What follows belongs to an exercise in optimizing a design on an open flow for small area, a short achievable clock period and few clock cycles per item; a production flow would make more cautious choices. The RTL was checked by simulation tests, not by an equivalence proof against the original design.

==> flow/design.v <==
module decconv_nd_rom (
  input  wire [7:0] l,
  output reg  [5:0] nd
);
  always @(*) begin
    case (l)
      8'd0: nd = 6'd1;
      8'd1: nd = 6'd1;
      8'd2: nd = 6'd1;
      8'd3: nd = 6'd1;
      8'd4: nd = 6'd2;
      8'd5: nd = 6'd2;
      8'd6: nd = 6'd2;
      8'd7: nd = 6'd3;
      8'd8: nd = 6'd3;
      8'd9: nd = 6'd3;
      8'd10: nd = 6'd4;
      8'd11: nd = 6'd4;
      8'd12: nd = 6'd4;
      8'd13: nd = 6'd4;
      8'd14: nd = 6'd5;
      8'd15: nd = 6'd5;
      8'd16: nd = 6'd5;
      8'd17: nd = 6'd6;
      8'd18: nd = 6'd6;
      8'd19: nd = 6'd6;
      8'd20: nd = 6'd7;
      8'd21: nd = 6'd7;
      8'd22: nd = 6'd7;
      8'd23: nd = 6'd7;
      8'd24: nd = 6'd8;
      8'd25: nd = 6'd8;
      8'd26: nd = 6'd8;
      8'd27: nd = 6'd9;
      8'd28: nd = 6'd9;
      8'd29: nd = 6'd9;
      8'd30: nd = 6'd10;
      8'd31: nd = 6'd10;
      8'd32: nd = 6'd10;
      8'd33: nd = 6'd10;
      8'd34: nd = 6'd11;
      8'd35: nd = 6'd11;
      8'd36: nd = 6'd11;
      8'd37: nd = 6'd12;
      8'd38: nd = 6'd12;
      8'd39: nd = 6'd12;
      8'd40: nd = 6'd13;
      8'd41: nd = 6'd13;
      8'd42: nd = 6'd13;
      8'd43: nd = 6'd13;
      8'd44: nd = 6'd14;
      8'd45: nd = 6'd14;
      8'd46: nd = 6'd14;
      8'd47: nd = 6'd15;
      8'd48: nd = 6'd15;
      8'd49: nd = 6'd15;
      8'd50: nd = 6'd16;
      8'd51: nd = 6'd16;
      8'd52: nd = 6'd16;
      8'd53: nd = 6'd16;
      8'd54: nd = 6'd17;
      8'd55: nd = 6'd17;
      8'd56: nd = 6'd17;
      8'd57: nd = 6'd18;
      8'd58: nd = 6'd18;
      8'd59: nd = 6'd18;
      8'd60: nd = 6'd19;
      8'd61: nd = 6'd19;
      8'd62: nd = 6'd19;
      8'd63: nd = 6'd19;
      8'd64: nd = 6'd20;
      8'd65: nd = 6'd20;
      8'd66: nd = 6'd20;
      8'd67: nd = 6'd21;
      8'd68: nd = 6'd21;
      8'd69: nd = 6'd21;
      8'd70: nd = 6'd22;
      8'd71: nd = 6'd22;
      8'd72: nd = 6'd22;
      8'd73: nd = 6'd22;
      8'd74: nd = 6'd23;
      8'd75: nd = 6'd23;
      8'd76: nd = 6'd23;
      8'd77: nd = 6'd24;
      8'd78: nd = 6'd24;
      8'd79: nd = 6'd24;
      8'd80: nd = 6'd25;
      8'd81: nd = 6'd25;
      8'd82: nd = 6'd25;
      8'd83: nd = 6'd25;
      8'd84: nd = 6'd26;
      8'd85: nd = 6'd26;
      8'd86: nd = 6'd26;
      8'd87: nd = 6'd27;
      8'd88: nd = 6'd27;
      8'd89: nd = 6'd27;
      8'd90: nd = 6'd28;
      8'd91: nd = 6'd28;
      8'd92: nd = 6'd28;
      8'd93: nd = 6'd28;
      8'd94: nd = 6'd29;
      8'd95: nd = 6'd29;
      8'd96: nd = 6'd29;
      8'd97: nd = 6'd30;
      8'd98: nd = 6'd30;
      8'd99: nd = 6'd30;
      8'd100: nd = 6'd31;
      8'd101: nd = 6'd31;
      8'd102: nd = 6'd31;
      8'd103: nd = 6'd32;
      8'd104: nd = 6'd32;
      8'd105: nd = 6'd32;
      8'd106: nd = 6'd32;
      8'd107: nd = 6'd33;
      8'd108: nd = 6'd33;
      8'd109: nd = 6'd33;
      8'd110: nd = 6'd34;
      8'd111: nd = 6'd34;
      8'd112: nd = 6'd34;
      8'd113: nd = 6'd35;
      8'd114: nd = 6'd35;
      8'd115: nd = 6'd35;
      8'd116: nd = 6'd35;
      8'd117: nd = 6'd36;
      8'd118: nd = 6'd36;
      8'd119: nd = 6'd36;
      8'd120: nd = 6'd37;
      8'd121: nd = 6'd37;
      8'd122: nd = 6'd37;
      8'd123: nd = 6'd38;
      8'd124: nd = 6'd38;
      8'd125: nd = 6'd38;
      8'd126: nd = 6'd38;
      8'd127: nd = 6'd39;
      8'd128: nd = 6'd39;
      8'd129: nd = 6'd39;
      default: nd = 6'd39;
    endcase
  end
endmodule
module decconv_enc (
  input  wire         clk,
  input  wire         rst_n,
  input  wire         start,
  input  wire         w128,
  input  wire [5:0]   scale,
  input  wire [127:0] a,
  output wire         busy,
  output reg          done,
  output reg          fault,
  output reg  [5:0]   len,
  output wire [327:0] text
);
  localparam [1:0] ST_IDLE  = 2'd0,
                   ST_FETCH = 2'd1,
                   ST_DAB   = 2'd2,
                   ST_FIN   = 2'd3;
  reg [1:0]   state;
  reg [127:0] b;         
  reg         neg;
  reg [5:0]   s_r;
  reg [3:0]   p;         
  reg         lastw;     
  reg [7:0]   w;         
  reg [5:0]   c;         
  reg         uflag;     
  reg [5:0]   ds;        
  reg [163:0] r;         
  assign busy = (state != ST_IDLE);
  wire neg_in = w128 ? a[127] : a[31];
  reg [15:0] need;
  reg [3:0]  p0;
  integer q;
  always @(*) begin
    for (q = 0; q < 16; q = q + 1) begin
      if (q == 0)
        need[q] = neg_in ? ~&a[7:0] : |a[7:0];
      else
        need[q] = neg_in ? ~&a[8*q+7 -: 9] : |a[8*q +: 8];
      if (q >= 4)
        need[q] = need[q] & w128;
    end
    p0 = 4'd0;
    for (q = 1; q < 16; q = q + 1)
      if (need[q]) p0 = q[3:0];
  end
  wire bad_s = (scale > (w128 ? 6'd38 : 6'd9));
  reg [15:0] wnz;
  reg        lo;
  reg [7:0]  rw;
  reg        bb;
  reg [7:0]  mw;
  reg        run;
  integer j;
  always @(*) begin
    for (q = 0; q < 16; q = q + 1)
      wnz[q] = |b[8*q +: 8];
    lo = 1'b0;
    for (q = 0; q < 16; q = q + 1)
      if (q < p) lo = lo | wnz[q];
    rw = b[8*p +: 8];
    bb = (p == 4'd0) ? 1'b1 : b[8*p - 1];
    run = lo;
    for (j = 0; j < 8; j = j + 1) begin
      mw[j] = rw[j] ^ (neg & run);
      run   = run | rw[j];
    end
  end
  reg [8:0] hx;
  reg [3:0] hp;
  reg       hany;
  reg [7:0] lbits;
  always @(*) begin
    hx = neg ? ~{rw, bb} : {rw, 1'b0};
    hp = 4'd0;
    hany = |hx;
    for (j = 0; j < 9; j = j + 1)
      if (hx[j]) hp = j[3:0];
    if (hany)
      lbits = {1'b0, p, 3'b000} + {4'd0, hp} + {7'd0, neg};
    else
      lbits = {7'd0, neg};
  end
  wire [5:0] nd;
  decconv_nd_rom u_nd (.l(lbits), .nd(nd));
  wire [6:0] s1     = {1'b0, s_r} + 7'd1;
  wire       nd_gt  = ({1'b0, nd} > s1);
  wire [5:0] n_hi   = nd_gt ? nd : s1[5:0];
  wire [5:0] c_new  = 6'd40 - {5'd0, neg} - n_hi;
  function [3:0] dab(input [3:0] d);
    begin
      dab[3] = d[3] | (d[2] & (d[1] | d[0]));
      dab[2] = (d[2] & ~d[1] & ~d[0]) | (d[3] & d[0]);
      dab[1] = (d[1] & ~d[2] & ~d[3]) | (d[2] & d[1] & d[0]) | (d[3] & ~d[0]);
      dab[0] = (d[0] & ~d[2] & ~d[3]) | (d[2] & d[1] & ~d[0]) | (d[3] & ~d[0]);
    end
  endfunction
  reg [39:0]  inj;
  reg [159:0] x;
  reg [159:0] xn;
  reg [3:0]   ad;
  reg         cy;
  integer t, k;
  always @(*) begin
    for (k = 0; k < 40; k = k + 1)
      inj[k] = (c == k);
    x = r[159:0];
    for (t = 0; t < 8; t = t + 1) begin
      cy = 1'b0;
      for (k = 0; k < 40; k = k + 1) begin
        ad = dab(x[4*k +: 4]);
        xn[4*k +: 4] = {ad[2:0], cy | (inj[k] & w[7-t])};
        cy = ad[3];
      end
      x = xn;
    end
  end
  wire u = uflag & (neg ? (r[155:152] == 4'd0) : (r[159:156] == 4'd0));
  reg [40:0]  gt;       
  reg [40:0]  f;
  reg [5:0]   e;
  reg [163:0] rf;
  reg [3:0]   src0, src1, src2;
  integer s;
  always @(*) begin
    for (s = 0; s < 41; s = s + 1)
      gt[s] = (s > ds);
    for (s = 0; s < 41; s = s + 1)
      f[s] = ((r[4*s +: 4] != 4'd0) & ~gt[s] & (s != ds)) | (s == ds + 1);
    e = 6'd40;
    for (s = 40; s >= 0; s = s - 1)
      if (f[s]) e = s[5:0];
    for (s = 0; s < 41; s = s + 1) begin
      src0 = r[4*s +: 4];
      src1 = (s >= 1) ? r[4*(s-1) +: 4] : 4'd0;
      src2 = (s >= 2) ? r[4*(s-2) +: 4] : 4'd0;
      if (s == 40 && neg)
        rf[4*s +: 4] = 4'hD;
      else if (!u) begin
        if (gt[s])          rf[4*s +: 4] = src1;
        else if (s == ds)   rf[4*s +: 4] = 4'hE;
        else                rf[4*s +: 4] = src0;
      end else begin
        if ((s >= 1) && gt[s-1])  rf[4*s +: 4] = src2;
        else if (gt[s])           rf[4*s +: 4] = 4'hE;
        else                      rf[4*s +: 4] = src1;
      end
    end
  end
  wire [5:0] len_fin = 6'd41 - {5'd0, u} - e;
  always @(posedge clk) begin
    if (!rst_n) begin
      state <= ST_IDLE;
      done  <= 1'b0;
    end else begin
      done <= 1'b0;
      case (state)
        ST_IDLE: begin
          if (start) begin
            if (bad_s) begin
              fault <= 1'b1;
              len   <= 6'd0;
              done  <= 1'b1;
            end else begin
              fault <= 1'b0;
              state <= ST_FETCH;
            end
          end
        end
        ST_FETCH: state <= ST_DAB;
        ST_DAB:   if (lastw) state <= ST_FIN;
        default: begin
          len   <= len_fin;
          done  <= 1'b1;
          state <= ST_IDLE;
        end
      endcase
    end
  end
  always @(posedge clk) begin
    case (state)
      ST_IDLE: begin
        b   <= a;
        neg <= neg_in;
        s_r <= scale;
        p   <= p0;
      end
      ST_FETCH: begin
        w     <= mw;
        lastw <= (p == 4'd0);
        p     <= p - 4'd1;
        c     <= c_new;
        uflag <= nd_gt;
        r     <= 164'd0;
      end
      ST_DAB: begin
        w     <= mw;
        lastw <= (p == 4'd0);
        p     <= p - 4'd1;
        ds    <= c + s_r;
        r[159:0] <= x;
      end
      default: begin
        r <= rf;
      end
    endcase
  end
  genvar gi;
  generate
    for (gi = 0; gi < 41; gi = gi + 1) begin : g_txt
      wire [3:0] nib = r[4*(40-gi) +: 4];
      wire       v   = (len > gi);
      assign text[8*gi +: 8] = v ? {2'b00, 1'b1, ~(nib[3] & (nib[2] | nib[1])), nib} : 8'h00;
    end
  endgenerate
endmodule
==> flow/run.sh <==
#!/bin/bash
# synth_recipe.tcl (not shown) runs the flow's synth.tcl, then flattens the netlist and writes it again
# the make line also repeats each setting of config.mk as NAME=value (left out here)
make -C /OpenROAD-flow-scripts/flow DESIGN_CONFIG=/design/flow/config.mk WORK_HOME=/design/flow/orfs CLKGATE_MAP_FILE= SYNTH_SCRIPT=/design/flow/synth_recipe.tcl finish
==> flow/config.mk <==
export PLATFORM = sky130hd
export DESIGN_NAME = decconv_enc
export DESIGN_NICKNAME = decconv_enc
export VERILOG_FILES = /design/flow/design.v
export SDC_FILE = /design/flow/constraint.sdc
export NUM_CORES = 4
export LEC_CHECK = 0
export CAP_MARGIN = 20
export CORE_MARGIN = 2
export CORE_UTILIZATION = 40
export SLEW_MARGIN = 20
export SYNTH_MEMORY_MAX_BITS = 16384
==> flow/constraint.sdc <==
create_clock -name core_clock -period 10.0 [get_ports {clk}]
set_input_delay 2.0000 -clock core_clock [delete_from_list [all_inputs] [get_ports {clk}]]
set_output_delay 2.0000 -clock core_clock [all_outputs]
set_load 0.01 [all_outputs]
==> results.sh <==
export IMPL_grt_pass1_vias=73900
export IMPL_whs_ns=0.644
export IMPL_antenna_found_initial=7
export IMPL_maxCapViolCount=0
export IMPL_critPathKind="flip-flop to flip-flop"
export IMPL_synthTopCellsByArea="edfxtp_1 (15%), nand2_1 (5.5%), nor2_1 (5.3%), a21oi_1 (5.0%), o21ai_0 (3.9%)"
export IMPL_hold_path_end="state[0]"
export IMPL_gr_usage_met2=0.503
export IMPL_cts_max_level=2
export IMPL_fill_cells=17500
export IMPL_rsz0062_at_grt="no"
export IMPL_period_needed_ns=8.29
export IMPL_start_util=0.401
export IMPL_async_flop_share=0
export IMPL_grt_overflow_total=0
export IMPL_status="complete, no violations"
export IMPL_cp_slowest_cell="edfxtp_1"
export IMPL_place_congestion=1.00
export IMPL_ctsResizeCount=0
export IMPL_r2r_start="p[1]"
export IMPL_ys_seq_area_frac=0.146
export IMPL_dieArea_um2=175000
export IMPL_final_seq_area_um2=10000
export IMPL_grt_busiest_layer="met2"
export IMPL_clk_latency_ns=0.68
export IMPL_ys_seq_elements=335
export IMPL_yosysTopAreaCell="edfxtp_1"
export IMPL_relSlewSlack=0.127
export IMPL_postSynthCellCount=9860
export IMPL_fp_dieH_um=418
export IMPL_setup_viol=0
export IMPL_drive_gt1_frac=0.0784
export IMPL_crit_top_cell="o21ai_0"
export IMPL_dp_cells=11800
export IMPL_r2r_end="c[5]"
export IMPL_hold_viol_final=0
export IMPL_synth_flop_cell="edfxtp_1"
export IMPL_post_route_period_util=0.829
export IMPL_max_freq_ghz=0.121
export IMPL_rrSetupSlack_ns=1.71
export IMPL_io_buffers=392
export IMPL_required_ns=10.48
export IMPL_clk_pin_slew_ns=0.08
export IMPL_synth_top_cell_area_share=0.145
export IMPL_drt_wirelength_per_cell_um=25.8
export IMPL_grt_pass1_wl_mm=458
export IMPL_dp_final_hpwl_mm=224
export IMPL_grt_max_degree=90
export IMPL_clock_sinks=335
export IMPL_worst_pin_slew_ns=1.31
export IMPL_critical_path_arrival_ns=8.77
export IMPL_area_growth_pct=8.47
export IMPL_endpoint_kind="flip-flop"
export IMPL_grt_use_met1=0.429
export IMPL_num_rows=152
export IMPL_vias=83900
export IMPL_tns_ns=0
export IMPL_routed_wl_mm=307
export IMPL_clockBufferDepth=3
export IMPL_detailedRoute_firstIterationViolations=11500
export IMPL_gr_usage_met3=0.0578
export IMPL_holdCritPathClass="flip-flop to flip-flop"
export IMPL_clockRootBuffer="clkbuf_16"
export IMPL_cts_tree="done"
export IMPL_multi_input_area_um2=54100
export IMPL_antenna_left=0
export IMPL_synth_edf_count=332
export IMPL_worstPathMaxFanout=27
export IMPL_yosysMostFrequentCell="nand2_1"
export IMPL_instances_no_fill=11900
export IMPL_cts_inserted_buffers=43
export IMPL_syn_area_per_cell_um2=6.97
export IMPL_post_cts_buffers=0
export IMPL_dieWidth_um=418
export IMPL_slew_violations=0
export IMPL_postCtsHoldBufs=0
export IMPL_io_pins=475
export IMPL_first_pass_iters=7
export IMPL_nNetsFinal=9817
export IMPL_min_from="state[0]"
export IMPL_synth_common_cells="nand2_1 (1,004), nor2_1 (965), a21oi_1 (689)"
export IMPL_grtUsageTotal=0.328
export IMPL_ys_types=161
export IMPL_slowest_delay_ns=0.84
export IMPL_syn_area_um2=68700
export IMPL_drcViolationCount=0
export IMPL_yosysWarnings=3
export IMPL_worstRegToRegCells=37
export IMPL_via_per_inst=7.04
export IMPL_cp_start_kind="flip-flop"
export IMPL_whs_path_depth=2
export IMPL_core_um2=171000
export IMPL_clock_skew_ns=0.0521
[worst max-delay path: cells and delay by family (launching register included)]
kind | cells | cell delay, ns
compound gates | 15 | 2.38
simple gates | 9 | 1.56
mux | 3 | 1.31
fa+ha+maj | 5 | 0.95
flops | 1 | 0.84
buf+inv | 3 | 0.74
xor+xnor | 2 | 0.33
[kinds of logic after synthesis]
group	count (synthesis)	share of synthesized area
compound gates	3766	0.404
xor+xnor	119	0.0152
fa+ha+maj	74	0.0125
buf+inv	1153	0.0735
flops	335	0.146
mux	260	0.0475
other cells	2	0.000109
simple gates	4151	0.301
[state kept, by name, indices dropped and copies added (netlist names), 2 cells and up]
signal  count
w           8
p           4
r         164
b         128
s_r         6
state       2
len         6
ds          6
c           6
[layout by cell type (no fill, tap or decap), drive strengths merged, types with 96 or more instances in the layout]
| cell type | instances |
|---|---|
| buf | 168 |
| nor3 | 425 |
| nand4 | 152 |
| nor4 | 160 |
| or3 | 109 |
| inv | 224 |
| nor2 | 973 |
| nand3 | 433 |
| a21o | 96 |
| or2 | 98 |
| xnor2 | 109 |
| and3 | 112 |
| nand2 | 1012 |
| and2 | 195 |
| a211oi | 191 |
| o21ai | 610 |
| o31ai | 129 |
| nor2b | 131 |
| a221oi | 129 |
| nand2b | 123 |
| a21oi | 704 |
| edfxtp | 332 |
| o21a | 116 |
| mux2i | 157 |
| o22ai | 233 |
| a31oi | 174 |
| o211ai | 205 |
| clkdlybuf4s50 | 392 |
[worst max-delay path by stage]
stage | slack, ns | startpoint | endpoint | depth (start not counted)
CTS | 1.75 | p[1] | c[5] | 37
global placement | 1.71 | p[1] | c[5] | 36
global route | 1.04 | p[1] | c[5] | 38
floorplan | 2.11 | p[0] | c[5] | 38
finish | 1.71 | p[1] | c[5] | 37
detailed placement | 1.78 | p[1] | c[5] | 37
[per-stage QoR]
stage,area (um^2),utilization,setup slack (ns)
3_5_place_dp,73000,0.427,1.78
2_1_floorplan,69000,-,2.11
5_1_grt,74500,0.435,1.04
6_report,74500,0.435,1.71
3_3_place_gp,73000,0.427,1.71
4_1_cts,74400,0.435,1.75
[metal layers]
metal  part of all wire  up-vias
li1                   -    38000
met1               0.40    40200
met2               0.43     4878
met3              0.098      844
met4              0.071        8
met5            0.00017        -
[final cells by class]
| class | instances | area share |
|---|---|---|
| Multi-Input combinational cell | 8453 | 0.726 |
| Sequential cell | 335 | 0.135 |
| Timing Repair Buffer | 561 | 0.0705 |
| Tap cell | 2233 | 0.0375 |
| Clock buffer | 52 | 0.0149 |
| Inverter | 241 | 0.0122 |
| Clock inverter | 26 | 0.00433 |
| Antenna cell | 6 | 0.000201 |
Testbench counts, summed over its fixed seeds: cycles 9,750, items 960.

[what the ideal ports hide]
Ports are ideal in the flow. The routed layout listed here was re-timed in OpenROAD.
Step 1 (the two cells are an assumption about what drives the block):
set clk [get_ports {clk}]
set_driving_cell -lib_cell sky130_fd_sc_hd__clkbuf_16 $clk
set_driving_cell -lib_cell sky130_fd_sc_hd__buf_2 [delete_from_list [all_inputs] $clk]
Step 2 also shifts input and output timing later by t, the mid clock arrival at the registers, as if the neighbouring blocks saw the same clock.
Slacks: no drivers / after step 1 / after step 2; pairs: no drivers / after step 1.
t, ns: 0.721
slack for setup (ns): 1.708 / 1.708 / 1.708
worst data-port slew with drivers (ns): 0.20
After both steps this run still meets setup and hold. For this run, drivers alone change the setup slack by 0.000 ns; drivers and shift together by 0.000 ns.
